Context: an optimization exercise on an open-source flow, tuned for small area, a short achievable clock period and few clock cycles per item. The choices shown serve that exercise and are no tape-out recipe.
Function was checked by simulation only, so behaviour that the tests miss may differ from the original.
No activity file was given, so power comes from the tool's default toggle rates.

==> design/flow/constraint.sdc <==
create_clock -name core_clock -period 8.0 [get_ports {clk}]
set_input_delay 1.6000 -clock core_clock [delete_from_list [all_inputs] [get_ports {clk}]]
set_output_delay 1.6000 -clock core_clock [all_outputs]
set_load 0.01 [all_outputs]
==> design/flow/design.v <==
module fastpfor_pack (
    input  wire         clk,
    input  wire         rst,
    input  wire         in_valid,
    output wire         in_ready,
    input  wire [127:0] in_data,
    input  wire [5:0]   in_width,
    output reg          out_valid,
    input  wire         out_ready,
    output reg  [31:0]  out_word
);
    function [31:0] rot4;
        input [31:0] x;
        input [3:0]  oh;
        input [4:0]  k;
        begin
            rot4 = ({32{oh[0]}} & x)
                 | ({32{oh[1]}} & ((x << k)      | (x >> (6'd32 - k))))
                 | ({32{oh[2]}} & ((x << 2 * k)  | (x >> (6'd32 - 2 * k))))
                 | ({32{oh[3]}} & ((x << 3 * k)  | (x >> (6'd32 - 3 * k))));
        end
    endfunction
    function [3:0] onehot;
        input [1:0] v;
        onehot = 4'b0001 << v;
    endfunction
    reg [127:0] hold;
    reg [5:0]   hw;          
    reg         hv;          
    reg         half;        
    reg         quad;        
    reg [2:0]   beat;        
    reg [5:0]   chunk_w;     
    reg         rdy;         
    reg [95:0]  acc;
    reg [6:0]   cnt;
    reg         mrg;         
    reg [6:0]   s1, send;
    reg [3:0]   ra1, ra2, rb1, rb2, rc1, rc2, rd1, rd2;
    reg         rb3, rd3;
    wire out_free = !out_valid || out_ready;
    wire consume  = mrg && (half || quad);
    assign in_ready = rdy;
    wire accept   = in_valid && rdy;
    wire [9:0]  lc   = quad ? hold[73:64]  : 10'd0;
    wire [9:0]  ld   = quad ? hold[105:96] : 10'd0;
    wire [31:0] ra   = rot4(rot4(hold[31:0], ra1, 5'd2), ra2, 5'd8);
    wire [31:0] rc   = rot4(rot4({22'd0, lc}, rc1, 5'd2), rc2, 5'd8);
    wire [31:0] rb0  = rot4(rot4(hold[63:32], rb1, 5'd1), rb2, 5'd4);
    wire [31:0] rd0  = rot4(rot4({22'd0, ld}, rd1, 5'd1), rd2, 5'd4);
    wire [31:0] rb   = rb3 ? {rb0[15:0], rb0[31:16]} : rb0;
    wire [31:0] rd   = rd3 ? {rd0[15:0], rd0[31:16]} : rd0;
    wire [31:0] la   = ra | rc;
    wire [31:0] lb   = rb | rd;
    wire [31:0] th0  = 32'hFFFF_FFFF << {cnt[4:1], 1'b0};
    wire [31:0] th1  = 32'hFFFF_FFFF << s1[4:0];
    wire        q1   = s1[5];
    wire [31:0] m0   = (acc[31:0] & ~th0) | (la & th0) | (q1 ? 32'd0 : (lb & th1));
    wire [31:0] m1   = (la & ~th0) | (q1 ? (lb & th1) : (lb & ~th1));
    wire [31:0] m2   = q1 ? (lb & ~th1) : 32'd0;
    wire [95:0] mv   = mrg ? {m2, m1, m0} : acc;
    wire [6:0]  total = mrg ? send : cnt;
    wire        emit  = out_free && (total[6:5] != 2'd0);
    wire        hv_n   = accept || (hv && !consume);
    wire        half_n = mrg ? (!half && !quad) : half;
    wire        first  = rdy && (beat == 3'd0);         
    wire [5:0]  w_n    = rdy ? chunk_w : hw;
    wire [5:0]  hw_n   = first ? in_width : w_n;
    wire        quad_n = (hw_n <= 6'd10);
    wire [6:0]  cnt_n  = emit ? total - 7'd32 : total;
    wire        mrg_n  = hv_n && (cnt_n[6:5] == 2'd0);
    wire        rdy_n  = !hv_n || (cnt_n[6:5] == 2'd0 && (half_n || quad_n));
    wire [5:0]  in_w3  = {in_width[4:0], 1'b0} + in_width[4:0];
    wire [5:0]  w3_n   = {w_n[4:0], 1'b0} + w_n[4:0];
    wire [5:0]  wload  = (beat == 3'd0) ? in_width : chunk_w;
    wire [31:0] mload  = wload[5] ? 32'hFFFF_FFFF : ~(32'hFFFF_FFFF << wload[4:0]);
    wire [6:0]  s1_n   = first ? {1'b0, in_width} : {2'b0, total[4:0]} + {1'b0, w_n};
    wire [6:0]  s2_n   = first ? {in_width, 1'b0} : {2'b0, total[4:0]} + {w_n, 1'b0};
    wire [5:0]  s3_n   = first ? in_w3 : {1'b0, total[4:0]} + w3_n;
    wire [6:0]  s4_n   = first ? {1'b0, in_width[3:0], 2'b0} : {2'b0, total[4:0]} + {1'b0, w_n[3:0], 2'b0};
    always @(posedge clk) begin
        if (emit) begin
            out_word <= mv[31:0];
            acc      <= {mv[95:64], mv[95:32]};
        end else begin
            acc      <= mv;
        end
        if (rdy)
            hold <= in_data & {4{mload}};
        else if (mrg && !half)
            hold[63:0] <= hold[127:64];
        hw   <= hw_n;
        quad <= quad_n;
        s1   <= s1_n;
        ra1  <= onehot(total[2:1]);
        ra2  <= onehot(total[4:3]);
        rb1  <= onehot(s1_n[1:0]);
        rb2  <= onehot(s1_n[3:2]);
        rb3  <= s1_n[4];
        rc1  <= onehot(s2_n[2:1]);
        rc2  <= onehot(s2_n[4:3]);
        rd1  <= onehot(s3_n[1:0]);
        rd2  <= onehot(s3_n[3:2]);
        rd3  <= s3_n[4];
        send <= quad_n ? s4_n : s2_n;
        if (rst) begin
            hv        <= 1'b0;
            half      <= 1'b0;
            beat      <= 3'd0;
            chunk_w   <= 6'd0;
            cnt       <= 7'd0;
            mrg       <= 1'b0;
            out_valid <= 1'b0;
            rdy       <= 1'b1;
        end else begin
            if (emit)
                out_valid <= 1'b1;
            else if (out_ready)
                out_valid <= 1'b0;
            cnt  <= cnt_n;
            mrg  <= mrg_n;
            hv   <= hv_n;
            half <= half_n;
            rdy  <= rdy_n;
            if (accept) begin
                beat <= beat + 3'd1;
                if (beat == 3'd0)
                    chunk_w <= in_width;
            end
        end
    end
endmodule
==> design/flow/config.mk <==
export PLATFORM = sky130hd
export DESIGN_NAME = fastpfor_pack
export DESIGN_NICKNAME = fastpfor_pack
export VERILOG_FILES = /design/flow/design.v
export SDC_FILE = /design/flow/constraint.sdc
export NUM_CORES = 4
export LEC_CHECK = 0
export CAP_MARGIN = 20
export CORE_MARGIN = 2
export CORE_UTILIZATION = 40
export CTS_CLUSTER_DIAMETER = 80
export CTS_CLUSTER_SIZE = 30
export SLEW_MARGIN = 20
==> design/flow/flow/run.sh <==
#!/bin/bash
set -o pipefail
export SETUP_SLACK_MARGIN=5.35
export BUFFER_PORTS_ARGS="-buffer_cell sky130_fd_sc_hd__buf_2"
bash standard.sh 2>&1 | tee standard.log
==> design/flow/standard.sh <==
#!/bin/bash
# synth_recipe.tcl (not shown) runs the flow's synth.tcl, then flattens the netlist and writes it again
# the make line also repeats each setting of config.mk as NAME=value (left out here)
make -C /OpenROAD-flow-scripts/flow DESIGN_CONFIG=/design/flow/config.mk WORK_HOME=/design/flow/orfs CLKGATE_MAP_FILE= SYNTH_SCRIPT=/design/flow/synth_recipe.tcl "${@:-finish}"
==> flow_summary.yaml, run 1 <==
cts:
  cts_max_level: 1
  clk_root_buffer_cell: "clkbuf_16"
  cts.sinks: 330
  postCtsHoldBufs: 0
  cts_buffers: 24
  cts_max_path_buffers: 3
  clk_pin_slew_worst_paths_ps: 90
  clk_latency_ps: 580
  cts_tree: "built"
synthesis:
  synth_edf_count: 160
  synth_nets: 2462
  yosys_warnings: 1
  synth_ff_type: "dfxtp_1"
  ys_types: 78
  yosys.area.top_type_share_pct: 24.0
  synth_cells: 2294
  async_reset_ff_share_pct: 0
  yosys.area.top_type: "edfxtp_1"
  synth_seq_cells: 330
  syn_area_per_cell_um2: 8.73
  synth.cell_area_um2: 20000
  synth.area.top_cells: "edfxtp_1 24%, dfxtp_1 17%, o21ai_0 5.0%"
  ys_seq_area_share_pct: 41.0
sta:
  fmax_mhz: 358
  setup_viol_count_final: 0
  rsz0062_at_grt: "yes"
  fin_skew_ps: 35.7
  hold_viol_final: 0
  setup_tns_ps: 0
  worst_pin_slew_ps: 908
  slew_headroom_pct: 39.4
  holdWs_ps: 451
  fin_crit_sh_pct: 34.9
  min_period_ps: 2790
  slew_violations: 0
grt:
  grtUsageTotal_pct: 29.5
  grt_max_degree: 110
  grt_pass1_vias: 18600
  grt_antenna_before_repair: 0
  grt_pass1_wl_mm: 118
  grt_overflow: 0
worst_setup_path:
  cp_data_required_time_ps: 6400
  path_class: "flip-flop to output pin"
  path_buf_inv: 2
  cp.arrival_ps: 1190
  crit_path_end_kind: "output pin"
  critPathTopFamily: "flip-flops"
  critPathMaxStageDelay_ps: 380
  path_max_fanout: 3
  crit_chain: "buf_16 -> buf_6"
  slowest_stage: "dfxtp_4"
  critPathLaunchType: "flip-flop"
pwr:
  p_seq_share_pct: 27.6
  clockPowerShare_pct: 11.9
  power.internal_mw: 6.14
  p_switching_mw: 6.12
  combinationalPowerShare_pct: 60.5
  power_leakage_nw: 9.48
  ir_drop_mv: 0.292
  switching_share_pct: 49.9
  powerDensity_nw_per_um2: 502
floorplan:
  die_area_um2: 51900
  fp.dieW_um: 228
  io_pins: 172
  initial_utilization_pct: 40.3
  die_y_um: 228
  fp-row-count: 82
  core_um2: 49800
drt:
  wl_mm: 80.0
  drc_errors: 0
  wl_per_cell_um: 25.5
  postRouteAntennaNets: 0
  first_pass_iters: 8
  vias_per_cell: 6.28
  drtIter0Drc: 2498
  vias: 19700
final_layout:
  final_common_cell: "nand2_1"
  drive_gt1_share_pct: 22.5
  final_cell_mix: "216 x nand2_1, 182 x o21ai_0, 170 x buf_2"
  finish.net_count: 2611
  area_growth_pct: 21.7
  num_antenna_cells: 0
placement:
  globalplace.congestion: 0.970
  numPortBuffers: 171
  hpwl_mm: 56.5
status:
  status: "finished clean"
flow_run:
  maxCapViolations: 0
min_path:
  hold_path_class: "flip-flop to flip-flop"
-- Yosys cell counts, drive strengths merged, types with 15 or more instances --
| cell | instances |
|---|---|
| clkbuf | 149 |
| nor2b | 55 |
| inv | 116 |
| nor2 | 178 |
| o22ai | 57 |
| a22o | 75 |
| dfxtp | 170 |
| and2 | 49 |
| o2111ai | 17 |
| mux2i | 34 |
| mux2 | 37 |
| a211oi | 18 |
| o2bb2ai | 21 |
| ha | 22 |
| and3 | 17 |
| a31oi | 26 |
| a22oi | 114 |
| edfxtp | 160 |
| o32ai | 15 |
| a21o | 15 |
| nor3 | 25 |
| nand3 | 53 |
| nand2 | 224 |
| a222oi | 27 |
| xnor2 | 40 |
| a21oi | 140 |
| o21ai | 202 |
-- timing repair --
action / CTS / global route
resized for setup: 84 / 85
buffers inserted: 36 / 30
endpoints found under the setup margin: 331 / 132
pin swaps: 13 / 26
cloned: 8 / 1
-- flip-flops by register name, indices dropped and copies added (netlist names), 3 cells and up --
name	flops
cnt	7
hold	128
acc	96
hw	6
chunk_w	6
rd1	4
rc1	4
rb1	4
ra1	4
beat	3
rd2	4
rb2	4
send	7
out_word	32
ra2	4
rc2	4
s1	6
-- layout make-up --
cell class	count	area, µm²
clock buffers	27	633
clock inverters	17	337
fillers	4687	25400
inverters	116	477
multi-input cells	1686	11800
flip-flops and latches	330	8230
well taps	672	841
repair buffers	283	2070
repair inverters	2	16.3
-- worst paths after layout --
path                                          from         endpoint  slack [ps]  cells after the start
worst max-delay path                rdy$_SDFF_PP1_         in_ready        5210                      2
worst min-delay path               acc[68]$_DFF_P_  acc[68]$_DFF_P_         450                      2
worst max register to register  hold[47]$_DFFE_PP_  acc[27]$_DFF_P_        5320                      8
worst min register to register     acc[68]$_DFF_P_  acc[68]$_DFF_P_         450                      2
-- power groups by stage --
stage	registers [mW]	logic, mW	clock network (mW)
after floorplan	3.10	4.48	0
after global placement	3.34	6.26	0
after detailed placement	3.36	6.35	0
after CTS	3.34	6.90	1.48
after global routing	3.45	7.88	1.54
final	3.38	7.42	1.46
-- stage by stage --
step / std cells / power (mW) / worst slack, ps / util, % / area, µm²
floorplan: 2294 / 7.59 / 5080 / - / 20700
global placement: 3013 / 9.60 / 3960 / 44.0 / 21900
detailed placement: 3014 / 9.71 / 3970 / 44.0 / 21900
CTS: 3102 / 11.7 / 5180 / 47.8 / 23800
global route: 3133 / 12.9 / 5180 / 49.0 / 24400
finish: 3133 / 12.3 / 5210 / 49.0 / 24400
-- tightest hold or removal path, stage by stage (launching register included) --
cell and delay, ps:
dfxtp_1 320, nand2_1 60, nand2_1 50
-- routing by layer --
metal	track usage [%]	vias up	routed length [µm]
met3	4.86	167	6890
met1	39.7	9502	33100
li1	-	8945	-
met5	0	-	0
met2	46.1	1076	35600
met4	14.8	0	4490
-- cell families (layout without fill, tap and decap cells) --
kind of cell / count (synthesis) / after routing / synth area share [%]
compound gates: 885 / 885 / 30.6
xor+xnor: 47 / 47 / 2.05
fa+ha+maj: 30 / 30 / 2.17
buf+inv: 278 / 445 / 5.28
flops: 330 / 330 / 41.0
mux: 73 / 73 / 4.00
simple gates: 651 / 651 / 14.9
Testbench counts, summed over its fixed seeds: cycles 17,555, chunks 1,280.
==> run 2: changes to the inputs <==
==> design/flow/run.sh (new file) <==
#!/bin/bash
# synth_recipe.tcl (not shown) runs the flow's synth.tcl, then flattens the netlist and writes it again
# the make line also repeats each setting of config.mk as NAME=value (left out here)
make -C /OpenROAD-flow-scripts/flow DESIGN_CONFIG=/design/flow/config.mk WORK_HOME=/design/flow/orfs CLKGATE_MAP_FILE= SYNTH_SCRIPT=/design/flow/synth_recipe.tcl finish
--- a/design/flow/config.mk
+++ b/design/flow/config.mk
@@ -10,4 +10,5 @@
 export CORE_UTILIZATION = 40
 export CTS_CLUSTER_DIAMETER = 80
 export CTS_CLUSTER_SIZE = 30
+export SETUP_SLACK_MARGIN = 5
 export SLEW_MARGIN = 20
removed: design/flow/flow/run.sh
removed: design/flow/standard.sh
==> flow_summary.yaml, run 2 <==
final_layout:
  area_growth_pct: 19.6
  ff_latch_area_um2: 8230
  drive_gt1_share_pct: 10.3
  multi_input_area_um2: 11200
  nFillCells: 4734
  final_cell_area_um2: 24000
  finish.net_count: 2561
  largest_register_ffs: 128
  final_cell_mix: "220 x nand2_1, 198 x o21ai_0, 167 x nor2_1"
  finish.utilization_pct: 48.1
  num_antenna_cells: 0
  final_common_cell: "nand2_1"
  reg_top3: "hold (128), acc (96), out_word (32)"
  top_register: "hold"
synthesis:
  synth_ff_type: "dfxtp_1"
  synth_cells: 2294
  synth_edf_count: 160
  async_reset_ff_share_pct: 0
  yosys-top-cells-count: "224 x nand2_1, 200 x o21ai_0, 178 x nor2_1, 170 x dfxtp_1, 160 x edfxtp_1"
  synth.cell_area_um2: 20000
  syn_area_per_cell_um2: 8.73
  synth_most_common_cell: "nand2_1"
  yosys_warnings: 1
  yosys.area.top_type: "edfxtp_1"
  synth_nets: 2462
  synth.area.top_cells: "edfxtp_1 24%, dfxtp_1 17%, o21ai_0 5.0%"
  ys_types: 78
  ys_seq_area_share_pct: 41.0
  yosys.area.top_type_share_pct: 24.0
  synth_seq_cells: 330
worst_setup_path:
  crit_path_end_kind: "flip-flop"
  slowest_stage: "nor2_1"
  path_max_fanout: 33
  crit_chain: "buf_4 -> inv_2 -> nand2_1 -> nor2_1 -> o221ai_1 -> o211ai_1 -> nor2_1 -> a31oi_1"
  cp.arrival_ps: 3490
  cpMostUsedCell: "nor2_1"
  cp_data_required_time_ps: 8530
  path_class: "flip-flop to flip-flop"
  setup.worst_path.start: "s1[5]$_DFF_P_"
  critPathLaunchType: "flip-flop"
  critPathMaxStageDelay_ps: 690
  r2r-start: "s1[5]$_DFF_P_"
grt:
  grtUsageTotal_pct: 30.0
  grt_overflow: 0
  grt_max_degree: 98
  grt_pass1_vias: 18300
  grt_pass1_wl_mm: 119
  grt_antenna_before_repair: 0
cts:
  cts_buffers: 24
  cts_tree: "built"
  cts_max_level: 1
  clk_pin_slew_worst_paths_ps: 110
  cts_max_path_buffers: 3
  cts.sinks: 330
  clk_root_buffer_cell: "clkbuf_16"
  clk_latency_ps: 600
drt:
  drtIter0Drc: 2458
  vias: 19400
  wl_per_cell_um: 26.2
  drc_errors: 0
  first_pass_iters: 10
  postRouteAntennaNets: 0
  vias_per_cell: 6.30
  wl_mm: 80.9
sta:
  slew_violations: 0
  worst_pin_slew_ps: 1110
  setup_viol_count_final: 0
  rsz0062_at_grt: "yes"
  fin_skew_ps: 36.3
  setup_ws_ps: 5040
  fmax_mhz: 338
  setup_tns_ps: 0
  min_period_ps: 2960
  hold_viol_final: 0
  fin_crit_sh_pct: 37.0
  slew_headroom_pct: 25.1
placement:
  pre_cts_ws_ps: 3360
  place_area_um2: 22300
  numPortBuffers: 171
  hpwl_mm: 59.2
  globalplace.congestion: 0.965
min_path:
  hold_start: "acc[68]$_DFF_P_"
  hold_path_class: "flip-flop to flip-flop"
floorplan:
  die_y_um: 228
  die_area_um2: 51900
  io_pins: 172
  initial_utilization_pct: 40.3
  fp.dieW_um: 228
  core_um2: 49800
  fp-row-count: 82
status:
  status: "finished clean"
pwr:
  p_total_mw: 11.7
  powerDensity_nw_per_um2: 488
  ir_drop_mv: 0.211
  power_leakage_nw: 9.02
flow_run:
  maxCapViolations: 0
-- run 2: cell counts after synthesis --
Identical to the previous run, type by type.
-- run 2: stage by stage --
stage | std cells | hold WS (ps)
floorplan | 2294 | 415
detailed placement | 3009 | 434
finish | 3083 | 462
global route | 3083 | 482
CTS | 3078 | 457
global placement | 3009 | 426
-- run 2: path summary, 6_finish.rpt --
path                     end  depth (start not counted)  slack, ps
min reg2reg  acc[68]$_DFF_P_                          2        460
min          acc[68]$_DFF_P_                          2        460
max reg2reg  acc[12]$_DFF_P_                          8       5040
max          acc[12]$_DFF_P_                          8       5040
-- run 2: logic make-up (layout without fill, tap and decap cells) --
group	Yosys count	count (layout)	synth area share, %
buffers and inverters	278	395	5.28
and+or+nand+nor	651	651	14.9
DFF	330	330	41.0
xor gates and xnor gates	47	47	2.05
adders and majority gates	30	30	2.17
AOI/OAI and AO/OA	885	885	30.6
muxes	73	73	4.00
-- run 2: metal layers --
layer  wire length [µm]  share of wire (%)  GRT usage (%)  vias up
met2              36100                 45           46.6     1013
li1                   -                  -              -     8853
met4               4520                5.6           14.9        0
met5                  0                  0              0        -
met3               6350                7.8           4.34      173
met1              34000                 42           40.9     9385
-- run 2: critical path: cells and delay by family, from the launching register on --
kind                   cells  cell delay [ps]
AOI/OAI and AO/OA          3              700
DFF                        1              310
and+or+nand+nor            3              910
buffers and inverters      2              930
-- run 2: cell type report --
class                   instances  share of cell area, %
well taps                     672                   3.51
clock inverters                20                   1.42
clock buffers                  24                   2.51
multi-input cells            1686                   46.7
flip-flops and latches        330                   34.3
inverters                     116                   1.86
repair buffers                235                   9.68
-- run 2: power breakdown --
part           total, mW  switching (mW)  internal (mW)
Combinational       6.85            4.44           2.41
Clock               1.42           0.782          0.643
Sequential          3.40           0.705           2.69
-- run 2: timing repair --
| action | CTS | global route |
|---|---|---|
| endpoints found under the setup margin | 274 | 48 |
| cloned | 3 | 1 |
| hold buffers | 0 | 0 |
| setup buffers | 22 | 3 |
| gates resized for setup | 111 | 30 |
| pin swaps | 3 | 0 |
==> run 3: changes to the inputs <==
==> design/flow/flow/run.sh (new file) <==
#!/bin/bash
set -o pipefail
export SETUP_SLACK_MARGIN=5.35
export BUFFER_PORTS_ARGS="-buffer_cell sky130_fd_sc_hd__buf_2"
bash standard.sh 2>&1 | tee standard.log
==> design/flow/standard.sh (new file) <==
#!/bin/bash
# synth_recipe.tcl (not shown) runs the flow's synth.tcl, then flattens the netlist and writes it again
# the make line also repeats each setting of config.mk as NAME=value (left out here)
make -C /OpenROAD-flow-scripts/flow DESIGN_CONFIG=/design/flow/config.mk WORK_HOME=/design/flow/orfs CLKGATE_MAP_FILE= SYNTH_SCRIPT=/design/flow/synth_recipe.tcl "${@:-finish}"
--- a/design/flow/config.mk
+++ b/design/flow/config.mk
@@ -7,8 +7,5 @@
 export LEC_CHECK = 0
 export CAP_MARGIN = 20
 export CORE_MARGIN = 2
-export CORE_UTILIZATION = 40
-export CTS_CLUSTER_DIAMETER = 80
-export CTS_CLUSTER_SIZE = 30
-export SETUP_SLACK_MARGIN = 5
+export CORE_UTILIZATION = 55
 export SLEW_MARGIN = 20
removed: design/flow/run.sh
==> flow_summary.yaml, run 3 <==
synthesis:
  yosys-top-cells-count: "224 x nand2_1, 200 x o21ai_0, 178 x nor2_1, 170 x dfxtp_1, 160 x edfxtp_1"
  synth_seq_cells: 330
  synth_cells: 2294
  ys_types: 78
  synth_most_common_cell: "nand2_1"
  ys_seq_area_share_pct: 41.0
  synth_nets: 2462
  synth.cell_area_um2: 20000
  yosys.area.top_type_share_pct: 24.0
  synth.area.top_cells: "edfxtp_1 24%, dfxtp_1 17%, o21ai_0 5.0%"
  yosys.area.top_type: "edfxtp_1"
  yosys_warnings: 1
  async_reset_ff_share_pct: 0
  syn_area_per_cell_um2: 8.73
  synth_ff_type: "dfxtp_1"
  synth_edf_count: 160
cts:
  clk_latency_ps: 570
  cts_max_path_buffers: 3
  cts_max_level: 2
  cts_tree: "built"
  cts.sinks: 330
  cts_buffers: 38
  clk_root_buffer_cell: "clkbuf_16"
  clk_pin_slew_worst_paths_ps: 60
placement:
  numPortBuffers: 171
  globalplace.congestion: 1.01
  hpwl_mm: 53.9
sta:
  fmax_mhz: 362
  worst_pin_slew_ps: 1160
  setup_tns_ps: 0
  slew_violations: 0
  rsz0062_at_grt: "yes"
  setup_viol_count_final: 0
  fin_skew_ps: 25.2
  min_period_ps: 2760
  fin_crit_sh_pct: 34.5
  slew_headroom_pct: 22.3
  hold_viol_final: 0
floorplan:
  die_area_um2: 38000
  initial_utilization_pct: 56.1
  fp.dieW_um: 195
  core_um2: 35700
  die_y_um: 195
  io_pins: 172
  fp-row-count: 69
worst_setup_path:
  path_buf_inv: 1
  critPathMaxStageDelay_ps: 430
  cp_data_required_time_ps: 6400
  path_class: "flip-flop to output pin"
  path_max_fanout: 1
  crit_path_end_kind: "output pin"
  r2r_cells: 7
  crit_chain: "buf_2"
  slowest_stage: "edfxtp_1"
  critPathLaunchType: "flip-flop"
  cp.arrival_ps: 1160
  path_depth: 1
  critPathTopFamily: "flip-flops"
final_layout:
  area_growth_pct: 20.9
  ff_latch_area_um2: 8230
  final_cell_mix: "217 x nand2_1, 186 x o21ai_0, 168 x buf_2"
  finish.utilization_pct: 67.8
  final_common_cell: "nand2_1"
  largest_register_ffs: 128
  finish.net_count: 2617
  nFillCells: 2889
  reg_top3: "hold (128), acc (96), out_word (32)"
  multi_input_area_um2: 11700
  drive_gt1_share_pct: 22.1
  top_register: "hold"
drt:
  vias_per_cell: 6.91
  wl_per_cell_um: 26.2
  vias: 20300
  first_pass_iters: 11
  drc_errors: 0
  drtIter0Drc: 2741
  wl_mm: 77.1
  postRouteAntennaNets: 0
grt:
  grt_overflow: 0
  grt_antenna_before_repair: 2
  grt_max_degree: 101
  grtUsageTotal_pct: 39.0
  grt_pass1_vias: 18800
  grt_pass1_wl_mm: 114
min_path:
  hold_path_class: "flip-flop to flip-flop"
  hold-path-cell-count: 2
pwr:
  power_leakage_nw: 9.53
  powerDensity_nw_per_um2: 515
  ir_drop_mv: 0.416
status:
  status: "finished clean"
flow_run:
  maxCapViolations: 0
run 3: area by class of cell:
type | count | area share [%]
multi-input cells | 1686 | 48.1
flip-flops and latches | 330 | 34.0
repair buffers | 276 | 7.98
clock buffers | 44 | 4.19
well taps | 461 | 2.38
inverters | 116 | 1.96
clock inverters | 25 | 1.33
repair inverters | 1 | 0.0310
diodes | 2 | 0.0207
run 3: path summary, 6_finish.rpt:
path	from	endpoint	slack (ps)
worst max-delay path	out_word[20]$_DFFE_PP_	out_word[20]	5240
worst min-delay path	acc[68]$_DFF_P_	acc[68]$_DFF_P_	450
worst min register to register	acc[68]$_DFF_P_	acc[68]$_DFF_P_	450
worst max register to register	hold[49]$_DFFE_PP_	acc[27]$_DFF_P_	5330
run 3: timing repair:
action	in CTS	in global routing
hold buffers	0	0
pin swaps	8	21
gates cloned	3	3
endpoints found under the setup margin	303	129
hold endpoints to repair	0	0
buffers inserted	28	43
gates resized for setup	61	73
run 3: routing by layer:
metal	vias up	global-route usage, %	share of wire (%)
li1	8988	-	-
met1	9684	51.3	38
met2	1386	59.0	43
met3	268	8.71	11
met4	0	23.7	7.1
met5	-	0	0
run 3: cell families (layout without fill, tap and decap cells):
logic type,after synthesis,in the layout,share of synthesized area [%]
xor gates and xnor gates,47,47,2.05
AOI/OAI and AO/OA,885,885,30.6
other,0,2,0
adders and majority gates,30,30,2.17
muxes,73,73,4.00
buffers and inverters,278,462,5.28
DFF,330,330,41.0
and+or+nand+nor,651,651,14.9
run 3: where the power goes:
group,internal (mW),switching (mW)
combinational,2.61,4.43
sequential,2.70,0.823
clock,1.14,0.757
run 3: stage by stage:
stage | hold slack [ps] | setup slack, ps | cells | instance area [µm²] | power, mW
floorplan | 415 | 5080 | 2294 | 20700 | 7.59
global placement | 432 | 4370 | 2793 | 21600 | 9.46
detailed placement | 435 | 4300 | 2793 | 21600 | 9.57
CTS | 447 | 5210 | 2893 | 23500 | 11.8
global route | 473 | 5240 | 2941 | 24200 | 13.0
finish | 446 | 5240 | 2941 | 24200 | 12.5
==> run 4: changes to the inputs <==
--- a/design/flow/design.v
+++ b/design/flow/design.v
@@ -56,8 +56,8 @@
     wire [31:0] th1  = 32'hFFFF_FFFF << s1[4:0];
     wire        q1   = s1[5];
     wire [31:0] m0   = (acc[31:0] & ~th0) | (la & th0) | (q1 ? 32'd0 : (lb & th1));
-    wire [31:0] m1   = (la & ~th0) | (q1 ? (lb & th1) : (lb & ~th1));
-    wire [31:0] m2   = q1 ? (lb & ~th1) : 32'd0;
+    wire [31:0] m1   = (la & ~th0) | (q1 ? (lb & th1) : lb);
+    wire [31:0] m2   = lb;
     wire [95:0] mv   = mrg ? {m2, m1, m0} : acc;
     wire [6:0]  total = mrg ? send : cnt;
     wire        emit  = out_free && (total[6:5] != 2'd0);
@@ -86,7 +86,7 @@
             acc      <= mv;
         end
         if (rdy)
-            hold <= in_data & {4{mload}};
+            hold <= {in_data[127:96], in_data[95:0] & {3{mload}}};
         else if (mrg && !half)
             hold[63:0] <= hold[127:64];
         hw   <= hw_n;
==> flow_summary.yaml, run 4 <==
flow_run:
  maxCapViolations: 0
placement:
  numPortBuffers: 171
  globalplace.congestion: 0.984
  hpwl_mm: 51.5
  place_area_um2: 20600
cts:
  cts_max_path_buffers: 3
  cts_max_level: 2
  clk_pin_slew_worst_paths_ps: 60
  cts_buffers: 37
  clk_latency_ps: 580
  postCtsHoldBufs: 0
  clk_root_buffer_cell: "clkbuf_16"
  cts.sinks: 330
  cts_tree: "built"
worst_setup_path:
  path_max_fanout: 1
  path_buf_inv: 1
  critPathLaunchType: "flip-flop"
  crit_chain: "buf_2"
  critPathMaxStageDelay_ps: 380
  critPathTopFamily: "flip-flops"
  path_class: "flip-flop to output pin"
  cp_data_required_time_ps: 6400
  slowest_stage: "edfxtp_1"
  cp.arrival_ps: 1090
  crit_path_end_kind: "output pin"
final_layout:
  final_common_cell: "o21ai_0"
  drive_gt1_share_pct: 18.5
  top_register: "hold"
  num_antenna_cells: 0
  area_growth_pct: 16.4
  final_cell_mix: "236 x o21ai_0, 204 x nor2_1, 193 x nand2_1"
  reg_top3: "hold (128), acc (96), out_word (32)"
  final_cell_area_um2: 22800
  finish.net_count: 2518
  largest_register_ffs: 128
pwr:
  powerDensity_nw_per_um2: 508
  p_switching_mw: 5.57
  combinationalPowerShare_pct: 54.8
  ir_drop_mv: 0.427
  p_total_mw: 11.6
  p_seq_share_pct: 31.3
  switching_share_pct: 48.2
  power_leakage_nw: 9.17
  clockPowerShare_pct: 13.8
  power.internal_mw: 6.00
sta:
  min_period_ps: 2690
  fin_crit_sh_pct: 33.6
  hold_viol_final: 0
  slew_headroom_pct: 33.7
  fmax_mhz: 372
  slew_violations: 0
  fin_skew_ps: 23.0
  setup_tns_ps: 0
  setup_viol_count_final: 0
  worst_pin_slew_ps: 984
  rsz0062_at_grt: "yes"
grt:
  grt_overflow: 0
  grt_pass1_vias: 17700
  grtUsageTotal_pct: 38.3
  grt_pass1_wl_mm: 107
  grt_max_degree: 100
  grt_antenna_before_repair: 3
synthesis:
  synth.area.top_cells: "edfxtp_1 25%, dfxtp_1 17%, o21ai_0 6.5%"
  synth_cells: 2239
  synth_ff_type: "dfxtp_1"
  synth_most_common_cell: "o21ai_0"
  synth_seq_cells: 330
  yosys.area.top_type_share_pct: 24.6
  ys_types: 82
  syn_area_per_cell_um2: 8.73
  async_reset_ff_share_pct: 0
  yosys.area.top_type: "edfxtp_1"
  ys_seq_area_share_pct: 42.0
  yosys_warnings: 1
  yosys-top-cells-count: "253 x o21ai_0, 211 x nor2_1, 195 x nand2_1, 170 x dfxtp_1, 160 x edfxtp_1"
  synth_nets: 2407
  synth_edf_count: 160
  synth.cell_area_um2: 19500
drt:
  postRouteAntennaNets: 0
  vias_per_cell: 6.81
  drc_errors: 0
  drtIter0Drc: 2805
  first_pass_iters: 9
  vias: 19300
  wl_per_cell_um: 25.3
  wl_mm: 71.8
floorplan:
  die_area_um2: 37100
  core_um2: 35300
  io_pins: 172
  fp.dieW_um: 193
  initial_utilization_pct: 55.4
  fp-row-count: 69
  die_y_um: 193
min_path:
  hold_path_class: "flip-flop to flip-flop"
status:
  status: "finished clean"
## run 4: changes by cell type in the layout (fill, tap and decap cells not counted), sizes merged, moves of 13 or more
cell,previous run,this run
nor2,178,211
a22o,75,112
nor2b,55,31
a22oi,114,90
xnor2,40,12
o21ai,202,256
o32ai,15,2
a21oi,140,112
nand2,224,196
buf,268,223
and2,49,32
## run 4: cells by family after synthesis
kind of cell,after synthesis,share of synthesized area (%)
AOI/OAI and AO/OA,881,30.8
xor gates and xnor gates,19,0.851
adders and majority gates,30,2.23
buffers and inverters,279,5.47
DFF,330,42.0
muxes,71,4.03
and+or+nand+nor,629,14.6
## run 4: repair_timing
item | 4_1_cts | 5_1_grt
setup buffers | 20 | 14
endpoints found under the setup margin | 321 | 142
pin swaps | 4 | 6
resized for setup | 62 | 62
gates cloned | 5 | 2
hold endpoints to repair | 0 | 0
## run 4: worst paths after layout
| check | start | end | slack, ps | cells after the start |
|---|---|---|---|---|
| worst max-delay path | out_word[11]$_DFFE_PP_ | out_word[11] | 5310 | 1 |
| worst min-delay path | acc[81]$_DFF_P_ | acc[81]$_DFF_P_ | 450 | 2 |
| worst max register to register | hold[42]$_DFFE_PP_ | out_word[28]$_DFFE_PP_ | 5390 | 7 |
| worst min register to register | acc[81]$_DFF_P_ | acc[81]$_DFF_P_ | 450 | 2 |
## run 4: per-stage QoR
stage               utilization (%)  instances  worst slack (ps)  hold WS [ps]
finish                         64.4       2839              5310           455
global placement               58.4       2731              4120           434
global route                   64.4       2839              5260           469
detailed placement             58.4       2731              4090           435
floorplan                         -       2239              4890           418
CTS                            63.4       2823              5280           453
## run 4: area by class of cell
type	instances	area, µm²
well taps	461	577
fillers	2997	12600
multi-input cells	1631	10800
repair buffers	230	1560
clock inverters	22	169
inverters	120	455
flip-flops and latches	330	8250
clock buffers	45	966
## run 4: layer usage
layer | track usage (%) | wire (µm)
met5 | 0 | 32
met4 | 20.9 | 4040
met3 | 7.98 | 7510
met2 | 59.1 | 32300
met1 | 50.3 | 28000
## run 4: power groups by stage
| stage | clock [mW] | combinational, mW | sequential [mW] |
|---|---|---|---|
| 5_1_grt | 1.68 | 6.79 | 3.69 |
| 3_5_place_dp | 0 | 5.53 | 3.59 |
| 4_1_cts | 1.61 | 5.97 | 3.56 |
| 3_3_place_gp | 0 | 5.44 | 3.58 |
| 2_1_floorplan | 0 | 4.08 | 3.13 |
| 6_report | 1.60 | 6.34 | 3.62 |
Testbench counts of run 4, summed over its fixed seeds: cycles 17,555, chunks 1,280.
==> run 5: changes to the inputs <==
--- a/design/flow/design.v
+++ b/design/flow/design.v
@@ -42,8 +42,8 @@
     wire consume  = mrg && (half || quad);
     assign in_ready = rdy;
     wire accept   = in_valid && rdy;
-    wire [9:0]  lc   = quad ? hold[73:64]  : 10'd0;
-    wire [9:0]  ld   = quad ? hold[105:96] : 10'd0;
+    wire [9:0]  lc   = hold[73:64];
+    wire [9:0]  ld   = hold[105:96];
     wire [31:0] ra   = rot4(rot4(hold[31:0], ra1, 5'd2), ra2, 5'd8);
     wire [31:0] rc   = rot4(rot4({22'd0, lc}, rc1, 5'd2), rc2, 5'd8);
     wire [31:0] rb0  = rot4(rot4(hold[63:32], rb1, 5'd1), rb2, 5'd4);
@@ -97,9 +97,9 @@
         rb1  <= onehot(s1_n[1:0]);
         rb2  <= onehot(s1_n[3:2]);
         rb3  <= s1_n[4];
-        rc1  <= onehot(s2_n[2:1]);
+        rc1  <= quad_n ? onehot(s2_n[2:1]) : 4'd0;
         rc2  <= onehot(s2_n[4:3]);
-        rd1  <= onehot(s3_n[1:0]);
+        rd1  <= quad_n ? onehot(s3_n[1:0]) : 4'd0;
         rd2  <= onehot(s3_n[3:2]);
         rd3  <= s3_n[4];
         send <= quad_n ? s4_n : s2_n;
==> flow_summary.yaml, run 5 <==
pwr:
  power.internal_mw: 6.18
  combinationalPowerShare_pct: 54.9
  p_total_mw: 11.9
  p_seq_share_pct: 30.3
  clockPowerShare_pct: 14.8
  ir_drop_mv: 0.337
  switching_share_pct: 47.9
  p_switching_mw: 5.67
  power_leakage_nw: 9.04
  powerDensity_nw_per_um2: 516
final_layout:
  final_common_cell: "o21ai_0"
  area_growth_pct: 18.1
  nFillCells: 2812
  final_cell_area_um2: 23000
  largest_register_ffs: 128
  finish.net_count: 2512
  ff_latch_area_um2: 8240
  top_register: "hold"
  drive_gt1_share_pct: 19.6
  finish.utilization_pct: 66.2
  multi_input_area_um2: 10800
  reg_top3: "hold (128), acc (96), out_word (32)"
  final_cell_mix: "276 x o21ai_0, 178 x nand2_1, 170 x nor2_1"
drt:
  wl_per_cell_um: 25.4
  drc_errors: 0
  drtIter0Drc: 2847
  vias: 19400
  postRouteAntennaNets: 0
  vias_per_cell: 6.84
  wl_mm: 71.9
  first_pass_iters: 8
grt:
  grtUsageTotal_pct: 37.7
  grt_pass1_wl_mm: 105
  grt_max_degree: 114
  grt_overflow: 0
  grt_antenna_before_repair: 4
  grt_pass1_vias: 17600
synthesis:
  syn_area_per_cell_um2: 8.74
  synth_nets: 2393
  synth.cell_area_um2: 19500
  async_reset_ff_share_pct: 0
  synth_edf_count: 160
  ys_types: 76
  yosys_warnings: 1
  ys_seq_area_share_pct: 42.2
  synth_ff_type: "dfxtp_1"
  yosys.area.top_type_share_pct: 24.7
  synth.area.top_cells: "edfxtp_1 25%, dfxtp_1 17%, o21ai_0 7.5%"
  yosys-top-cells-count: "291 x o21ai_0, 183 x nor2_1, 182 x nand2_1, 170 x dfxtp_1, 160 x edfxtp_1"
  synth_most_common_cell: "o21ai_0"
  yosys.area.top_type: "edfxtp_1"
  synth_cells: 2225
  synth_seq_cells: 330
sta:
  fmax_mhz: 370
  slew_headroom_pct: 24.8
  setup_tns_ps: 0
  min_period_ps: 2700
  setup_ws_ps: 5300
  fin_skew_ps: 17.8
  fin_crit_sh_pct: 33.8
  setup_viol_count_final: 0
  slew_violations: 0
  hold_viol_final: 0
  worst_pin_slew_ps: 1120
  rsz0062_at_grt: "yes"
worst_setup_path:
  crit_chain: "buf_6"
  slowest_stage: "dfxtp_4"
  critPathTopFamily: "flip-flops"
  cp_data_required_time_ps: 6400
  cp.arrival_ps: 1100
  crit_path_end_kind: "output pin"
  critPathMaxStageDelay_ps: 420
  path_buf_inv: 1
  path_class: "flip-flop to output pin"
  critPathLaunchType: "flip-flop"
  path_max_fanout: 5
cts:
  clk_pin_slew_worst_paths_ps: 60
  clk_root_buffer_cell: "clkbuf_16"
  cts_max_path_buffers: 3
  cts_tree: "built"
  cts_buffers: 38
  cts_max_level: 2
  cts.sinks: 330
  clk_latency_ps: 560
placement:
  pre_cts_ws_ps: 3900
  globalplace.congestion: 0.989
  numPortBuffers: 171
  hpwl_mm: 50.2
  place_area_um2: 20500
floorplan:
  fp-row-count: 68
  io_pins: 172
  die_y_um: 192
  initial_utilization_pct: 56.0
  die_area_um2: 36900
  fp.dieW_um: 192
  core_um2: 34700
status:
  status: "finished clean"
flow_run:
  maxCapViolations: 0
min_path:
  hold_path_class: "flip-flop to flip-flop"
==> run 5: what timing repair did <==
item,in CTS,in global routing
setup endpoints to repair,288,146
gates resized for setup,57,74
pin swaps,7,22
setup buffers,19,29
cloned,1,4
hold buffers,0,0
==> run 5: cells by family after synthesis <==
logic type      synth area share, %
mux                            3.73
compound gates                 31.9
simple gates                   13.5
flops                          42.2
buf+inv                        5.59
fa+ha+maj                      2.29
xor+xnor                      0.810
==> run 5: worst paths after layout <==
path                            cells after the start  slack [ps]                      to                 from
worst max register to register                      7        5360  out_word[26]$_DFFE_PP_  hold[105]$_DFFE_PP_
worst min-delay path                                2         450         acc[70]$_DFF_P_      acc[70]$_DFF_P_
worst max-delay path                                1        5300                in_ready       rdy$_SDFF_PP1_
worst min register to register                      2         450         acc[70]$_DFF_P_      acc[70]$_DFF_P_
==> run 5: cell type report <==
| cell class | instances | area share [%] |
|---|---|---|
| multi-input cells | 1619 | 46.9 |
| flip-flops and latches | 330 | 35.9 |
| repair buffers | 244 | 7.42 |
| clock buffers | 51 | 4.58 |
| well taps | 455 | 2.48 |
| inverters | 111 | 1.90 |
| clock inverters | 18 | 0.822 |
| diodes | 4 | 0.0436 |
==> run 5: routing by layer <==
| layer | up-vias | part of all wire, % | routed length, µm | track usage [%] |
|---|---|---|---|---|
| met3 | 211 | 9.9 | 7140 | 6.34 |
| met5 | - | 0 | 0 | 0 |
| met1 | 9300 | 39 | 28200 | 50.5 |
| met4 | 0 | 5.4 | 3890 | 19.2 |
| li1 | 8655 | - | - | - |
| met2 | 1214 | 45 | 32700 | 58.8 |
==> run 5: power by group through the flow <==
stage / clock network, mW / logic, mW / registers (mW)
floorplan: 0 / 4.07 / 3.14
global placement: 0 / 5.44 / 3.55
detailed placement: 0 / 5.56 / 3.57
CTS: 1.76 / 5.89 / 3.52
global route: 1.82 / 6.91 / 3.66
finish: 1.75 / 6.51 / 3.59
==> run 5: per-stage QoR <==
step | hold WS, ps | std cells
after global placement | 433 | 2706
after floorplan | 420 | 2225
final | 450 | 2832
after CTS | 449 | 2795
after global routing | 476 | 2832
after detailed placement | 438 | 2706
Testbench counts of run 5, summed over its fixed seeds: cycles 17,555, chunks 1,280.
==> run 6: changes to the inputs <==
--- a/design/flow/config.mk
+++ b/design/flow/config.mk
@@ -7,5 +7,5 @@
 export LEC_CHECK = 0
 export CAP_MARGIN = 20
 export CORE_MARGIN = 2
-export CORE_UTILIZATION = 55
+export CORE_UTILIZATION = 65
 export SLEW_MARGIN = 20
==> flow_summary.yaml, run 6 <==
worst_setup_path:
  r2r_cells: 7
  crit_chain: "buf_16 -> buf_6"
  rrSetupSlack_ps: 5380
  path_max_fanout: 7
  slowest_stage: "dfxtp_4"
  endpoint: "in_ready"
  path_class: "flip-flop to output pin"
  crit_path_end_kind: "output pin"
  r2r-start: "hold[59]$_DFFE_PP_"
  cp_data_required_time_ps: 6400
  critPathLaunchType: "flip-flop"
  cp.arrival_ps: 1170
  worst_r2r_endpoint: "out_word[23]$_DFFE_PP_"
  critPathMaxStageDelay_ps: 360
  setup.worst_path.start: "rdy$_SDFF_PP1_"
sta:
  fmax_mhz: 362
  hold_viol_final: 0
  min_period_ps: 2770
  setup_tns_ps: 0
  worst_pin_slew_ps: 1220
  slew_headroom_pct: 18.8
  slew_violations: 0
  setup_ws_ps: 5230
  fin_crit_sh_pct: 34.6
  rsz0062_at_grt: "yes"
  fin_skew_ps: 13.8
  setup_viol_count_final: 0
grt:
  grt_pass1_vias: 18100
  grt_antenna_before_repair: 1
  grtUsageTotal_pct: 43.6
  grt_pass1_wl_mm: 105
  grt_overflow: 0
  grt_max_degree: 108
placement:
  hpwl_mm: 48.3
  numPortBuffers: 171
  globalplace.congestion: 0.999
  pre_cts_ws_ps: 4090
synthesis:
  synth.area.top_cells: "edfxtp_1 25%, dfxtp_1 17%, o21ai_0 7.5%"
  synth_most_common_cell: "o21ai_0"
  synth_edf_count: 160
  yosys.area.top_type_share_pct: 24.7
  synth_seq_cells: 330
  synth_ff_type: "dfxtp_1"
  syn_area_per_cell_um2: 8.74
  synth.cell_area_um2: 19500
  yosys.area.top_type: "edfxtp_1"
  ys_types: 76
  yosys-top-cells-count: "291 x o21ai_0, 183 x nor2_1, 182 x nand2_1, 170 x dfxtp_1, 160 x edfxtp_1"
  synth_cells: 2225
  synth_nets: 2393
  async_reset_ff_share_pct: 0
  yosys_warnings: 1
  ys_seq_area_share_pct: 42.2
floorplan:
  io_pins: 172
  core_um2: 29600
  die_y_um: 177
  die_area_um2: 31300
  initial_utilization_pct: 65.8
  fp-row-count: 63
  fp.dieW_um: 177
final_layout:
  num_antenna_cells: 0
  finish.net_count: 2505
  area_growth_pct: 16.3
  top_register: "hold"
  drive_gt1_share_pct: 19.1
  final_common_cell: "o21ai_0"
  reg_top3: "hold (128), acc (96), out_word (32)"
  nFillCells: 2059
  final_cell_mix: "281 x o21ai_0, 177 x nand2_1, 173 x nor2_1"
  largest_register_ffs: 128
pwr:
  ir_drop_mv: 0.337
  p_total_mw: 11.7
  powerDensity_nw_per_um2: 516
  power_leakage_nw: 8.95
drt:
  postRouteAntennaNets: 0
  first_pass_iters: 9
  drtIter0Drc: 3541
  wl_mm: 71.5
  wl_per_cell_um: 25.9
  drc_errors: 0
  vias_per_cell: 7.21
  vias: 19900
min_path:
  hold_path_class: "flip-flop to flip-flop"
cts:
  cts_tree: "built"
  cts.sinks: 330
  clk_root_buffer_cell: "clkbuf_16"
  clk_latency_ps: 540
  clk_pin_slew_worst_paths_ps: 60
  cts_buffers: 37
  cts_max_path_buffers: 3
  cts_max_level: 2
flow_run:
  maxCapViolations: 0
status:
  status: "finished clean"
-- run 6: per-layer routing --
layer	global-route usage (%)	part of all wire, %	vias up
met5	0	0	-
met4	27.4	7.8	0
met3	12.0	13	379
met2	67.4	44	1593
met1	54.0	35	9252
li1	-	-	8640
-- run 6: logic make-up (layout without fill, tap and decap cells) --
logic type      after synthesis  in the layout  share of synthesized area (%)
flops                       330            330                           42.2
xor+xnor                     18             18                          0.810
mux                          65             65                           3.73
buf+inv                     276            417                           5.59
simple gates                574            574                           13.5
compound gates              931            931                           31.9
fa+ha+maj                    31             31                           2.29
-- run 6: worst min path at each step --
stage                                from              end  slack [ps]  depth (start not counted)
after global placement    acc[81]$_DFF_P_  acc[81]$_DFF_P_         430                          1
after detailed placement  acc[70]$_DFF_P_  acc[70]$_DFF_P_         440                          2
after CTS                 acc[70]$_DFF_P_  acc[70]$_DFF_P_         450                          2
final                     acc[70]$_DFF_P_  acc[70]$_DFF_P_         460                          2
after floorplan           acc[70]$_DFF_P_  acc[70]$_DFF_P_         420                          2
after global routing      acc[70]$_DFF_P_  acc[70]$_DFF_P_         490                          2
-- run 6: stage by stage --
stage,instances,utilization [%],hold WS [ps],cell area (µm²)
2_1_floorplan,2225,-,420,19700
3_5_place_dp,2636,69.1,441,20400
3_3_place_gp,2636,69.1,435,20400
5_1_grt,2756,76.6,487,22600
4_1_cts,2730,74.9,450,22200
6_report,2756,76.6,456,22600
-- run 6: cell type report --
class                   count  area, µm²  area share (%)
well taps                 390        488            2.16
clock inverters            11       85.1           0.376
repair buffers            238       1680            7.40
flip-flops and latches    330       8250            36.4
inverters                 111        429            1.90
multi-input cells        1619      10700            47.1
clock buffers              57       1040            4.60
-- run 6: repair_timing --
| item | 4_1_cts | 5_1_grt |
|---|---|---|
| buffers inserted | 22 | 23 |
| hold buffers | 0 | 0 |
| setup endpoints to repair | 334 | 151 |
| gates resized for setup | 52 | 61 |
| pin swaps | 5 | 11 |
| gates cloned | 4 | 2 |
-- run 6: worst max-delay path, delay by kind of cell (launching register included) --
family   cells  cell delay [ps]
flops        1              360
buf+inv      2              270
-- run 6: power by group --
| group | total, mW | switching, mW | internal, mW |
|---|---|---|---|
| Clock | 1.62 | 0.709 | 0.910 |
| Sequential | 3.67 | 0.935 | 2.74 |
| Combinational | 6.39 | 4.01 | 2.38 |
| Total | 11.7 | 5.65 | 6.03 |
==> run 7: changes to the inputs <==
--- a/design/flow/design.v
+++ b/design/flow/design.v
@@ -25,7 +25,6 @@
         onehot = 4'b0001 << v;
     endfunction
     reg [127:0] hold;
-    reg [5:0]   hw;          
     reg         hv;          
     reg         half;        
     reg         quad;        
@@ -64,7 +63,7 @@
     wire        hv_n   = accept || (hv && !consume);
     wire        half_n = mrg ? (!half && !quad) : half;
     wire        first  = rdy && (beat == 3'd0);         
-    wire [5:0]  w_n    = rdy ? chunk_w : hw;
+    wire [5:0]  w_n    = chunk_w;
     wire [5:0]  hw_n   = first ? in_width : w_n;
     wire        quad_n = (hw_n <= 6'd10);
     wire [6:0]  cnt_n  = emit ? total - 7'd32 : total;
@@ -89,7 +88,6 @@
             hold <= {in_data[127:96], in_data[95:0] & {3{mload}}};
         else if (mrg && !half)
             hold[63:0] <= hold[127:64];
-        hw   <= hw_n;
         quad <= quad_n;
         s1   <= s1_n;
         ra1  <= onehot(total[2:1]);
--- a/design/flow/config.mk
+++ b/design/flow/config.mk
@@ -7,5 +7,5 @@
 export LEC_CHECK = 0
 export CAP_MARGIN = 20
 export CORE_MARGIN = 2
-export CORE_UTILIZATION = 65
+export CORE_UTILIZATION = 55
 export SLEW_MARGIN = 20
==> flow_summary.yaml, run 7 <==
cts:
  postCtsHoldBufs: 0
  cts.sinks: 324
  clk_pin_slew_worst_paths_ps: 60
  cts_max_path_buffers: 3
  cts_max_level: 2
  cts_tree: "built"
  clk_root_buffer_cell: "clkbuf_16"
  cts_buffers: 36
  clk_latency_ps: 540
sta:
  fmax_mhz: 375
  slew_violations: 0
  setup_viol_count_final: 0
  setup_ws_ps: 5330
  min_period_ps: 2670
  setup_tns_ps: 0
  slew_headroom_pct: 34.4
  fin_skew_ps: 18.1
  fin_crit_sh_pct: 33.3
  worst_pin_slew_ps: 975
  hold_viol_final: 0
  holdWs_ps: 459
  rsz0062_at_grt: "yes"
drt:
  drc_errors: 0
  postRouteAntennaNets: 0
  vias_per_cell: 6.83
  drtIter0Drc: 2729
  wl_mm: 72.0
  vias: 19000
  first_pass_iters: 8
  wl_per_cell_um: 25.8
worst_setup_path:
  crit_chain: "buf_2"
  slowest_stage: "edfxtp_1"
  crit_path_end_kind: "output pin"
  cp.arrival_ps: 1070
  critPathLaunchType: "flip-flop"
  r2r-start: "hold[40]$_DFFE_PP_"
  path_buf_inv: 1
  path_max_fanout: 1
  r2r_cells: 5
  path_class: "flip-flop to output pin"
  critPathMaxStageDelay_ps: 370
  critPathTopFamily: "flip-flops"
  cp_data_required_time_ps: 6400
  rrSetupSlack_ps: 5370
  worst_r2r_endpoint: "out_word[4]$_DFFE_PP_"
synthesis:
  synth_edf_count: 160
  ys_types: 81
  synth_cells: 2190
  synth_most_common_cell: "o21ai_0"
  yosys-top-cells-count: "271 x o21ai_0, 212 x nand2_1, 187 x nor2_1, 164 x dfxtp_1, 160 x edfxtp_1"
  yosys.area.top_type_share_pct: 25.1
  yosys.area.top_type: "edfxtp_1"
  synth.cell_area_um2: 19100
  synth_ff_type: "dfxtp_1"
  synth.area.top_cells: "edfxtp_1 25%, dfxtp_1 17%, o21ai_0 7.1%"
  yosys_warnings: 1
  ys_seq_area_share_pct: 42.3
  async_reset_ff_share_pct: 0
  synth_nets: 2357
  syn_area_per_cell_um2: 8.74
  synth_seq_cells: 324
min_path:
  hold-path-cell-count: 2
  hold_path_class: "flip-flop to flip-flop"
  whs_endpoint: "acc[86]$_DFF_P_"
  hold_start: "acc[86]$_DFF_P_"
final_layout:
  final_cell_area_um2: 22300
  final_common_cell: "o21ai_0"
  final_cell_mix: "258 x o21ai_0, 206 x nand2_1, 173 x nor2_1"
  fin_cells: 2788
  reg_top3: "hold (128), acc (96), out_word (32)"
  drive_gt1_share_pct: 18.6
  nFillCells: 2921
  largest_register_ffs: 128
  num_antenna_cells: 0
  finish.net_count: 2473
  area_growth_pct: 16.5
  top_register: "hold"
floorplan:
  die_y_um: 191
  fp.dieW_um: 191
  die_area_um2: 36300
  io_pins: 172
  initial_utilization_pct: 55.7
  fp-row-count: 68
  core_um2: 34400
pwr:
  power_leakage_nw: 8.87
  p_seq_share_pct: 31.0
  ir_drop_mv: 0.555
  p_switching_mw: 5.52
  power.internal_mw: 5.82
  switching_share_pct: 48.7
  powerDensity_nw_per_um2: 509
  clockPowerShare_pct: 14.5
  combinationalPowerShare_pct: 54.5
placement:
  globalplace.congestion: 1.01
  numPortBuffers: 171
  hpwl_mm: 51.6
  pre_cts_ws_ps: 4430
  dp.cells: 2682
  place_area_um2: 20300
grt:
  grtUsageTotal_pct: 38.9
  grt_overflow: 0
  grt_max_degree: 100
  grt_pass1_vias: 17400
  grt_antenna_before_repair: 0
  grt_pass1_wl_mm: 107
status:
  status: "finished clean"
flow_run:
  maxCapViolations: 0
==> run 7: repair_timing <==
item                       in CTS  in global routing
setup endpoints to repair     238                161
resized for setup              60                 44
buffers inserted               18                 19
gates cloned                    2                  2
hold endpoints to repair        0                  0
pin swaps                       5                 19
==> run 7: logic make-up (layout without fill, tap and decap cells) <==
kind of cell,after synthesis,after routing,synth area share (%)
xor+xnor,21,21,0.961
flops,324,324,42.3
fa+ha+maj,29,29,2.21
simple gates,593,593,14.0
compound gates,897,897,31.8
buf+inv,267,410,5.47
mux,59,59,3.34
==> run 7: area by class of cell <==
cell class,count,area (µm²),share of cell area [%]
Inverter,109,427,1.91
Sequential cell,324,8110,36.4
Clock inverter,19,189,0.847
Timing Repair Buffer,235,1460,6.56
Clock buffer,46,968,4.34
Tap cell,455,569,2.55
Multi-Input combinational cell,1599,10600,47.4
Timing Repair inverter,1,5.00,0.0224
==> run 7: how the worst max path moves through the flow <==
stage	from	to	slack, ps	depth (start not counted)
global placement	out_ready	acc[10]$_DFF_P_	4470	6
finish	out_word[23]$_DFFE_PP_	out_word[23]	5330	1
floorplan	in_width[5]	hold[38]$_DFFE_PP_	5270	5
CTS	hold[97]$_DFFE_PP_	acc[22]$_DFF_P_	5280	7
global route	mrg$_SDFF_PP0_	send[5]$_DFF_P_	5290	12
detailed placement	mrg$_SDFF_PP0_	acc[54]$_DFF_P_	4430	8
==> run 7: metal layers <==
metal / up-vias / share of wire, % / GRT usage, %
li1: 8532 / - / -
met4: 0 / 5.7 / 20.2
met2: 1318 / 45 / 60.3
met3: 224 / 11 / 7.73
met1: 8972 / 38 / 51.7
met5: - / 0 / 0
==> run 7: power by group through the flow <==
stage | combinational [mW] | clock (mW) | sequential, mW
final | 6.18 | 1.65 | 3.52
after global routing | 6.57 | 1.72 | 3.57
after CTS | 5.79 | 1.65 | 3.47
after detailed placement | 5.50 | 0 | 3.52
after global placement | 5.42 | 0 | 3.51
after floorplan | 3.96 | 0 | 3.11
==> run 7: stage by stage <==
stage          util (%)  power, mW
2_1_floorplan         -       7.07
3_3_place_gp       59.1       8.93
3_5_place_dp       59.1       9.02
4_1_cts            63.8       10.9
5_1_grt            64.9       11.9
6_report           64.9       11.3
Testbench counts of run 7, summed over its fixed seeds: cycles 17,555, chunks 1,280.
==> run 8: changes to the inputs <==
--- a/design/flow/config.mk
+++ b/design/flow/config.mk
@@ -9,3 +9,4 @@
 export CORE_MARGIN = 2
 export CORE_UTILIZATION = 55
 export SLEW_MARGIN = 20
+export TNS_END_PERCENT = 30
==> flow_summary.yaml, run 8 <==
status:
  status: "finished clean"
final_layout:
  multi_input_area_um2: 10400
  area_growth_pct: 15.1
  nFillCells: 3008
  reg_top3: "hold (128), acc (96), out_word (32)"
  ff_latch_area_um2: 8110
  final_common_cell: "o21ai_0"
  final_cell_mix: "264 x o21ai_0, 208 x nand2_1, 178 x nor2_1"
  finish.utilization_pct: 64.1
  finish.net_count: 2465
  fin_cells: 2781
  drive_gt1_share_pct: 17.7
  largest_register_ffs: 128
  top_register: "hold"
  final_cell_area_um2: 22000
synthesis:
  yosys.area.top_type: "edfxtp_1"
  ys_seq_area_share_pct: 42.3
  ys_types: 81
  synth_seq_cells: 324
  synth_most_common_cell: "o21ai_0"
  yosys.area.top_type_share_pct: 25.1
  synth.area.top_cells: "edfxtp_1 25%, dfxtp_1 17%, o21ai_0 7.1%"
  synth.cell_area_um2: 19100
  yosys-top-cells-count: "271 x o21ai_0, 212 x nand2_1, 187 x nor2_1, 164 x dfxtp_1, 160 x edfxtp_1"
  synth_nets: 2357
  synth_cells: 2190
  async_reset_ff_share_pct: 0
  syn_area_per_cell_um2: 8.74
  synth_edf_count: 160
  synth_ff_type: "dfxtp_1"
  yosys_warnings: 1
placement:
  globalplace.congestion: 1.02
  numPortBuffers: 171
  place_area_um2: 20100
  dp.cells: 2680
  pre_cts_ws_ps: 4170
  hpwl_mm: 51.5
cts:
  cts_buffers: 35
  cts.sinks: 324
  postCtsHoldBufs: 0
  cts_max_path_buffers: 3
  cts_tree: "built"
  clk_root_buffer_cell: "clkbuf_16"
  clk_pin_slew_worst_paths_ps: 60
  clk_latency_ps: 530
  cts_max_level: 2
worst_setup_path:
  crit_path_end_kind: "flip-flop"
  path_max_fanout: 9
  cp.arrival_ps: 3010
  r2r-start: "mrg$_SDFF_PP0_"
  path_class: "input port to flip-flop"
  cp_data_required_time_ps: 8250
  setup.worst_path.start: "in_width[2]"
  critPathLaunchType: "input port"
drt:
  drtIter0Drc: 2851
  wl_per_cell_um: 25.5
  first_pass_iters: 9
  vias: 19000
  vias_per_cell: 6.84
  wl_mm: 71.0
  postRouteAntennaNets: 0
  drc_errors: 0
grt:
  grt_overflow: 0
  grt_pass1_vias: 17000
  grtUsageTotal_pct: 37.8
  grt_pass1_wl_mm: 104
  grt_antenna_before_repair: 2
  grt_max_degree: 100
pwr:
  clockPowerShare_pct: 14.8
  p_switching_mw: 5.42
  power_leakage_nw: 8.81
  switching_share_pct: 48.6
  power.internal_mw: 5.74
  p_seq_share_pct: 32.4
  powerDensity_nw_per_um2: 507
  p_total_mw: 11.2
  ir_drop_mv: 0.710
  combinationalPowerShare_pct: 52.8
sta:
  fmax_mhz: 362
  fin_skew_ps: 19.2
  setup_viol_count_final: 0
  rsz0062_at_grt: "yes"
  fin_crit_sh_pct: 34.5
  setup_tns_ps: 0
  worst_pin_slew_ps: 1110
  min_period_ps: 2760
  holdWs_ps: 467
  slew_violations: 0
  hold_viol_final: 0
  setup_ws_ps: 5240
  slew_headroom_pct: 25.3
floorplan:
  core_um2: 34400
  fp.dieW_um: 191
  initial_utilization_pct: 55.7
  io_pins: 172
  die_y_um: 191
  fp-row-count: 68
  die_area_um2: 36300
min_path:
  hold_start: "acc[94]$_DFF_P_"
  hold_path_class: "flip-flop to flip-flop"
flow_run:
  maxCapViolations: 0
[run 8: critical path: stages]
cell,delay (ps)
buf_2,170
mux2i_4,350
nor2_1,260
a31oi_1,460
o22ai_1,160
[run 8: cell type report]
type | count | area share, %
diodes | 1 | 0.0114
clock buffers | 49 | 4.63
clock inverters | 15 | 0.681
inverters | 109 | 1.95
multi-input cells | 1599 | 47.2
flip-flops and latches | 324 | 36.8
well taps | 455 | 2.58
repair buffers | 228 | 6.10
repair inverters | 1 | 0.0227
[run 8: what timing repair did]
action / in CTS / in global routing
setup buffers: 2 / 32
endpoints found under the setup margin: 250 / 192
pin swaps: 2 / 11
cloned: 0 / 2
resized for setup: 35 / 75
[run 8: routing by layer]
layer | GRT usage, % | vias to the layer above | wire length (µm)
li1 | - | 8481 | -
met1 | 50.9 | 8982 | 27700
met2 | 58.6 | 1348 | 31600
met3 | 6.64 | 220 | 7690
met4 | 19.4 | 0 | 3970
met5 | 0 | - | 0
[run 8: worst paths after layout]
kind                                            to  slack (ps)  depth (start not counted)
worst max-delay path            hold[62]$_DFFE_PP_        5240                          5
worst min-delay path               acc[62]$_DFF_P_         470                          2
worst max register to register     acc[54]$_DFF_P_        5340                          9
worst min register to register     acc[62]$_DFF_P_         470                          2
[run 8: power groups by stage]
stage | Clock (mW) | Combinational [mW] | Sequential (mW)
floorplan | 0 | 3.90 | 3.11
global placement | 0 | 5.26 | 3.57
detailed placement | 0 | 5.35 | 3.58
CTS | 1.65 | 5.47 | 3.56
global route | 1.72 | 6.29 | 3.67
finish | 1.65 | 5.89 | 3.62
[run 8: kinds of logic after synthesis]
group                    Yosys count  synth area share (%)
buffers and inverters            267                  5.47
AND/OR/NAND/NOR                  593                  14.0
adder cells (fa/ha/maj)           29                  2.21
AO/OA/AOI/OAI                    897                  31.8
flip-flops                       324                  42.3
multiplexers                      59                  3.34
XOR/XNOR                          21                 0.961

==> static timing again, ports no longer ideal <==
Ports are ideal in the flow. The routed layouts listed here were re-timed in OpenROAD. Step 1 sets driving cells, clkbuf_16 on the clock port and buf_2 on the other inputs (assumed; they add their load-dependent delay and slew). Step 2, shift: input delay + t, output delay - t, t = (earliest + latest rising clock arrival at the registers) / 2. This alone moves slack from input paths to output paths. a / b / c = ideal ports / drivers / drivers and shift; a / b = the first two.
run	t, ns	setup WS [ns]	worst hold slack (ns)	latest minus earliest clock arrival (ns)
run 1	0.625	5.206 / 5.148 / 4.786	0.451 / 0.451 / 0.451	0.040 / 0.040
run 2	0.642	5.043 / 5.002 / 4.503	0.462 / 0.462 / 0.462	0.037 / 0.036
run 3	0.617	5.238 / 5.181 / 4.754	0.446 / 0.446 / 0.446	0.025 / 0.026
run 4	0.623	5.309 / 5.252 / 4.757	0.455 / 0.455 / 0.455	0.023 / 0.023
run 5	0.614	5.297 / 5.239 / 4.760	0.450 / 0.450 / 0.450	0.018 / 0.018
run 6	0.590	5.234 / 5.178 / 4.744	0.456 / 0.456 / 0.456	0.014 / 0.014
run 7	0.588	5.334 / 5.276 / 4.820	0.459 / 0.459 / 0.459	0.018 / 0.018
run 8	0.582	5.237 / 5.263 / 4.693	0.467 / 0.467 / 0.467	0.020 / 0.020
After both steps every run listed still meets setup and hold. For run 4, which loses most, drivers alone change the setup slack by -0.057 ns; drivers and shift together by -0.552 ns.
